From an optimization exercise on the open Yosys and OpenROAD flow, aimed at small area, a short achievable clock period and few clock cycles per item; shortcuts taken in it are not production practice. Where RTL was checked, it was by simulation tests only, not by an equivalence proof against the original. Power is estimated from default activity; no workload was simulated.

==> run R <==
==> flow/design.v (excerpt) <==
module ate1_pixel_unit (
    input  wire        clk,
    input  wire        rst,         
    input  wire        in_valid,
    output wire        in_ready,
    input  wire [3:0]  in_op,
    input  wire [63:0] in_d,
    input  wire [63:0] in_s,
    input  wire [16:0] in_t,
    output reg         out_valid,
    input  wire        out_ready,
    output reg  [63:0] out_p
);
==> flow/config.mk <==
export PLATFORM = sky130hd
export DESIGN_NAME = ate1_pixel_unit
export DESIGN_NICKNAME = ate1_pixel_unit
export VERILOG_FILES = /design/flow/design.v
export SDC_FILE = /design/flow/constraint.sdc
export NUM_CORES = 8
export LEC_CHECK = 0
export CAP_MARGIN = 20
export CORE_MARGIN = 2
export CORE_UTILIZATION = 35
export CTS_CLUSTER_DIAMETER = 200
export CTS_CLUSTER_SIZE = 20
export SLEW_MARGIN = 20
export SYNTH_HIERARCHICAL = 1
==> flow/constraint.sdc <==
create_clock -name core_clock -period 16.0 [get_ports {clk}]
set_input_delay 3.2000 -clock core_clock [delete_from_list [all_inputs] [get_ports {clk}]]
set_output_delay 3.2000 -clock core_clock [all_outputs]
set_load 0.01 [all_outputs]
standard.sh (not shown) runs the stock make flow with config.mk's settings and CLKGATE_MAP_FILE= SYNTH_SCRIPT=/design/flow/synth_recipe.tcl, a recipe that flattens the netlist after the stock synthesis.
==> flow/flow/run.sh <==
#!/bin/bash
# Standard layout (bash standard.sh) with two changes to how it is made:
# - timing repair aims to leave flow/setup_margin ns of setup slack, so it
#   works towards a shorter period than the 16 ns clock (the SDC is unchanged);
# - the port buffers that buffer_ports inserts are buf_2 cells.
# The make output goes to flow_make.log; ORFS's own logs are under orfs/logs.
set -euo pipefail
export SETUP_SLACK_MARGIN=$(cat flow/setup_margin)
export BUFFER_PORTS_ARGS="-buffer_cell sky130_fd_sc_hd__buf_2"
bash standard.sh > flow_make.log 2>&1
==> flow/flow/setup_margin <==
10.9
==> run H (differences from run R) <==
==> flow/flow/run.sh (replaced) <==
#!/bin/bash
# Standard layout (bash standard.sh) with two changes to how it is made:
# - timing repair aims to leave flow/setup_margin ns of setup slack, so it
#   works towards a shorter period than the 16 ns clock (the SDC is unchanged);
# - the port buffers that buffer_ports inserts are buf_1 cells.
# The make output goes to flow_make.log; ORFS's own logs are under orfs/logs.
set -euo pipefail
export SETUP_SLACK_MARGIN=$(cat flow/setup_margin)
export BUFFER_PORTS_ARGS="-buffer_cell sky130_fd_sc_hd__buf_1"
bash standard.sh > flow_make.log 2>&1
==> flow/flow/setup_margin (replaced) <==
10.7
CORE_UTILIZATION = 45   (was 35)
==> results.txt <==
	run H	run R
Run status	no timing/DRC/antenna violations	no timing/DRC/antenna violations
Setup ws final	10760 ps	10810 ps
Post-detailed-placement half-perimeter wirelength	171800 microns	177500 microns
Number of multi-input combinational cells in the layout	5380	5381
Worst setup startpoint	ir_last	p1_s[10]
Maximum fanout encountered on the critical timing path	23	6
Final layout net count	8534	8751
Sequential Power Share	22.6%	21.9%
Row Count	147	167
Iter 0 DRT Violations	5337	5929
Peak supply drop	0.1238 mV	0.1176 mV
Clk pwr share	7.3%	7.1%
Net Sw Frac	46.16%	46.15%
Testbench counts of run R, summed over its fixed seeds: cycles 42,153, items 32,000.
Testbench counts of run H, summed over its fixed seeds: cycles 42,153, items 32,000.

==> v31: inputs <==
ate1_pixel_unit, a different RTL version from the one above (not shown whole).
export LEC_CHECK = 0
export CAP_MARGIN = 20
export CORE_MARGIN = 2
export CORE_UTILIZATION = 35
export SLEW_MARGIN = 20
create_clock -name core_clock -period 16.0 [get_ports {clk}]
==> flow/flow/run.sh <==
#!/bin/bash
# Standard layout (bash standard.sh), with timing repair aiming at a
# tighter setup target than the 16 ns clock: repair_timing is asked to leave
# SETUP_SLACK_MARGIN ns of setup slack. The SDC is the design's, unchanged.
set -euo pipefail
export SETUP_SLACK_MARGIN=$(cat flow/setup_margin)
bash standard.sh > flow_make.log 2>&1
==> flow/flow/setup_margin <==
10.5
==> inputs of v39, as changes to v31 <==
==> flow/run.sh (new file) <==
#!/bin/bash
# synth_recipe.tcl (not shown) runs the flow's synth.tcl, then flattens the netlist and writes it again
# the make line also repeats each setting of config.mk as NAME=value (left out here)
make -C /OpenROAD-flow-scripts/flow DESIGN_CONFIG=/design/flow/config.mk WORK_HOME=/design/flow/orfs CLKGATE_MAP_FILE= SYNTH_SCRIPT=/design/flow/synth_recipe.tcl finish
removed: flow/flow/run.sh
removed: flow/flow/setup_margin
removed: flow/standard.sh
==> summary of the runs <==
v39 completed without violations. v31 passed the timing, DRC and antenna checks. Against v39, the clock power of v31 is higher by about 7%. Against v39, the sequential share of layout area of v31 is lower by 1.3 points. Between v39 and v31, the lower critical path depth is in v31 (gap 17). In sequential power, v31 and v39 hardly differ. Of v31 and v39, v31 has the higher total power (gap about 3%, measured against v39).
No functional check of the RTL was part of any run of this note.

==> exp/raven <==
ate1_pixel_unit, a different RTL version from the one above (not shown whole).
clock: 16.0 ns
lec_check: 0
cap_margin: 20
core_margin: 2
core_utilization: 35
cts_cluster_diameter: 200
cts_cluster_size: 20
slew_margin: 20
synth_hierarchical: 1
==> flow/flow/run.sh <==
#!/bin/bash
# Standard layout (bash standard.sh) with two changes to how it is made:
# - timing repair aims to leave flow/setup_margin ns of setup slack, so it
#   works towards a shorter period than the 16 ns clock (the SDC is unchanged);
# - the port buffers that buffer_ports inserts are buf_2 cells.
# The make output goes to flow_make.log; ORFS's own logs are under orfs/logs.
set -euo pipefail
export SETUP_SLACK_MARGIN=$(cat flow/setup_margin)
export BUFFER_PORTS_ARGS="-buffer_cell sky130_fd_sc_hd__buf_2"
bash standard.sh > flow_make.log 2>&1
==> flow/flow/setup_margin <==
11.0
==> exp/garnet: changes against exp/raven <==
==> flow/flow/setup_margin (replaced) <==
10.5
==> comparison <==
Clock skew: exp/raven is higher than exp/garnet (0.020 ns). Of exp/garnet and exp/raven, exp/garnet has the higher sequential share of layout area (gap 2.3 points). In exp/raven the non-clock buffer count is higher than in exp/garnet, by 429. Against exp/raven, the total power of exp/garnet is lower by 7.2%. Synthesized cell count is the same in exp/garnet and exp/raven. Against exp/raven, the global-route usage of exp/garnet is lower by 0.39 points. Synthesized area is the same in exp/raven and exp/garnet.
Testbench counts of exp/raven, summed over its fixed seeds: cycles 42,153, items 32,000.
Testbench counts of exp/garnet, summed over its fixed seeds: cycles 42,153, items 32,000.

==> inputs of run a <==
Another version of the RTL of ate1_pixel_unit (not shown whole).
==> flow/design.v (excerpt) <==
module ate1_pixel_unit (
    input  wire        clk,
    input  wire        rst,         
    input  wire        in_valid,
    output wire        in_ready,
    input  wire [3:0]  in_op,
    input  wire [63:0] in_d,
    input  wire [63:0] in_s,
    input  wire [16:0] in_t,
    output reg         out_valid,
    input  wire        out_ready,
    output reg  [63:0] out_p
);
export LEC_CHECK = 0
export CAP_MARGIN = 20
export CORE_MARGIN = 2
export CORE_UTILIZATION = 45
export CTS_CLUSTER_DIAMETER = 200
export CTS_CLUSTER_SIZE = 20
export GPL_ROUTABILITY_DRIVEN = 0
export SLEW_MARGIN = 20
export SYNTH_HIERARCHICAL = 1
create_clock -name core_clock -period 16.0 [get_ports {clk}]
==> flow/flow/run.sh <==
#!/bin/bash
# Standard layout (bash standard.sh) with two changes to how it is made:
# - timing repair aims to leave flow/setup_margin ns of setup slack, so it
#   works towards a shorter period than the 16 ns clock (the SDC is unchanged);
# - the port buffers that buffer_ports inserts are buf_1 cells.
# The make output goes to flow_make.log; ORFS's own logs are under orfs/logs.
set -euo pipefail
export SETUP_SLACK_MARGIN=$(cat flow/setup_margin)
export BUFFER_PORTS_ARGS="-buffer_cell sky130_fd_sc_hd__buf_1"
bash standard.sh > flow_make.log 2>&1
==> flow/flow/setup_margin <==
10.8
==> run b: changes against run a <==
--- a/flow/design.v
+++ b/flow/design.v
@@ -982,38 +982,34 @@
     reg  [7:0]  p2_ctl;          
     reg  [31:0] y1_x;
     reg  [16:0] y1_lo;
     reg  [71:0] y1_h;
     reg  [7:0]  y1_cs;
     reg  [5:0]  ct;
     reg  [15:0] xh;
-    reg         cy, gt, lt, keep0;
+    reg         cy, gt, pick1;
     reg  [17:0] h0;
     reg  [1:0]  cs0;
     always @(*) begin
         for (c = 0; c < 4; c = c + 1) begin
             ct    = p1_ctl[6*c +: 6];    
             h0    = p2_h[18*c +: 18];
             cs0   = p2_cs[2*c +: 2];
             y1_x  = p1_s[32*c +: 32] + p1_c[32*c +: 32];
             xh    = y1_x[31:16];
             y1_lo = {1'b0, y1_x[15:0]} + {1'b0, xh};
             cy    = ct[0] & y1_lo[16];
-            gt    = xh > h0[15:0];
-            lt    = xh < h0[15:0];
-            keep0 = ct[3] && (ct[4] ? gt : lt);
+            gt    = (xh > h0[15:0]) || (xh == h0[15:0] && cy && !cs0[0]);
+            pick1 = ct[4] ? !gt : gt;
             if (ct[2]) begin
                 y1_h[18*c +: 18] = h0 + {2'b00, xh};
                 y1_cs[2*c +: 2]  = cs0 + {1'b0, cy};
-            end else if (keep0) begin
+            end else if (ct[3] && !pick1) begin
                 y1_h[18*c +: 18] = h0;
                 y1_cs[2*c +: 2]  = cs0;
-            end else if (ct[3] && !gt && !lt) begin
-                y1_h[18*c +: 18] = h0;
-                y1_cs[2*c +: 2]  = {1'b0, ct[4] ? (cy & cs0[0]) : (cy | cs0[0])};
             end else begin
                 y1_h[18*c +: 18] = {2'b00, xh};
                 y1_cs[2*c +: 2]  = {1'b0, cy};
             end
         end
     end
     always @(posedge clk) begin
==> flow/flow/run.sh (replaced) <==
#!/bin/bash
# Standard layout (bash standard.sh) with two changes to how it is made:
# - timing repair aims to leave flow/setup_margin ns of setup slack, so it
#   works towards a shorter period than the 16 ns clock (the SDC is unchanged);
# - the port buffers that buffer_ports inserts are buf_2 cells.
# The make output goes to flow_make.log; ORFS's own logs are under orfs/logs.
set -euo pipefail
export SETUP_SLACK_MARGIN=$(cat flow/setup_margin)
export BUFFER_PORTS_ARGS="-buffer_cell sky130_fd_sc_hd__buf_2"
bash standard.sh > flow_make.log 2>&1
==> flow/flow/setup_margin (replaced) <==
10.7
CORE_UTILIZATION = 35   (was 45)
GPL_ROUTABILITY_DRIVEN = default   (was 0)
==> run c: changes against run a <==
GPL_ROUTABILITY_DRIVEN = default   (was 0)
==> run d: changes against run a <==
--- a/flow/design.v
+++ b/flow/design.v
@@ -982,38 +982,34 @@
     reg  [7:0]  p2_ctl;          
     reg  [31:0] y1_x;
     reg  [16:0] y1_lo;
     reg  [71:0] y1_h;
     reg  [7:0]  y1_cs;
     reg  [5:0]  ct;
     reg  [15:0] xh;
-    reg         cy, gt, lt, keep0;
+    reg         cy, gt, pick1;
     reg  [17:0] h0;
     reg  [1:0]  cs0;
     always @(*) begin
         for (c = 0; c < 4; c = c + 1) begin
             ct    = p1_ctl[6*c +: 6];    
             h0    = p2_h[18*c +: 18];
             cs0   = p2_cs[2*c +: 2];
             y1_x  = p1_s[32*c +: 32] + p1_c[32*c +: 32];
             xh    = y1_x[31:16];
             y1_lo = {1'b0, y1_x[15:0]} + {1'b0, xh};
             cy    = ct[0] & y1_lo[16];
-            gt    = xh > h0[15:0];
-            lt    = xh < h0[15:0];
-            keep0 = ct[3] && (ct[4] ? gt : lt);
+            gt    = (xh > h0[15:0]) || (xh == h0[15:0] && cy && !cs0[0]);
+            pick1 = ct[4] ? !gt : gt;
             if (ct[2]) begin
                 y1_h[18*c +: 18] = h0 + {2'b00, xh};
                 y1_cs[2*c +: 2]  = cs0 + {1'b0, cy};
-            end else if (keep0) begin
+            end else if (ct[3] && !pick1) begin
                 y1_h[18*c +: 18] = h0;
                 y1_cs[2*c +: 2]  = cs0;
-            end else if (ct[3] && !gt && !lt) begin
-                y1_h[18*c +: 18] = h0;
-                y1_cs[2*c +: 2]  = {1'b0, ct[4] ? (cy & cs0[0]) : (cy | cs0[0])};
             end else begin
                 y1_h[18*c +: 18] = {2'b00, xh};
                 y1_cs[2*c +: 2]  = {1'b0, cy};
             end
         end
     end
     always @(posedge clk) begin
==> flow/flow/setup_margin (replaced) <==
11.0
TNS_END_PERCENT = 50   (was default)
==> results.txt <==
The lowest cell count belongs to run a, the highest to run b.
In flip-flop and latch count, run d and run a do not differ.
Clock-buffer cell count is the same in run d and run c.
Clock skew: run d < run a < run b < run c.
Of run d and run b, run d has the higher global-route usage (gap 6.6 points).
Against run d, the sequential share of layout area of run b is higher by 0.82 points.
Register-to-register slack, highest first: run c, run a, run d, run b.
Power: run c is smaller than run d (6.4%).
Utilization: run c is higher than run b (11 points).
Testbench counts of run b, summed over its fixed seeds: cycles 42,153, items 32,000.
Testbench counts of run d, summed over its fixed seeds: cycles 42,153, items 32,000.
The RTL of run a and run c was laid out without a check of its function.

-- static timing again, ports no longer ideal --
In the flow no input, the clock included, has a driving cell. The finished layouts below were timed again as built, in two steps.
Step 1, drivers: a clkbuf_16 drives clk and a buf_2 each remaining input, both assumed.
Step 2 moves the port delays by t, midway between the first and last clock arrival at a register: inputs arrive t later, outputs are due t later. That takes back most of the time a late clock gives input paths.
Three values: ideal ports, drivers, drivers and shift; two values: the first two.
run | shift t [ns] | setup slack, ns | worst setup path after step 2 | latest minus earliest clock arrival (ns) | worst data-port slew with drivers (ns)
run R | 0.758 | 10.811 / 10.777 / 10.199 | input to register | 0.061 / 0.060 | 0.24
run H | 0.750 | 10.758 / 10.673 / 10.029 | input to register | 0.054 / 0.053 | 0.28
v31 | 0.874 | 10.480 / 10.480 / 9.756 | input to register | 0.056 / 0.056 | 0.07
v39 | 0.845 | 8.769 / 8.769 / 8.769 | register to register | 0.048 / 0.047 | 0.25
exp/raven | 0.779 | 10.704 / 10.704 / 10.250 | input to register | 0.069 / 0.069 | 0.37
exp/garnet | 0.795 | 10.586 / 10.586 / 9.857 | input to register | 0.051 / 0.051 | 0.29
run a | 0.770 | 10.795 / 10.795 / 10.160 | input to register | 0.057 / 0.057 | 0.30
run b | 0.766 | 10.734 / 10.717 / 9.955 | input to register | 0.057 / 0.057 | 0.25
run c | 0.754 | 10.851 / 10.888 / 10.155 | input to register | 0.074 / 0.073 | 0.32
run d | 0.752 | 10.771 / 10.771 / 10.133 | input to register | 0.044 / 0.044 | 0.30
After both steps every run listed still meets setup and hold. The setup slack of run b, which loses most, moves by -0.017 ns with the drivers and by -0.779 ns with both steps.
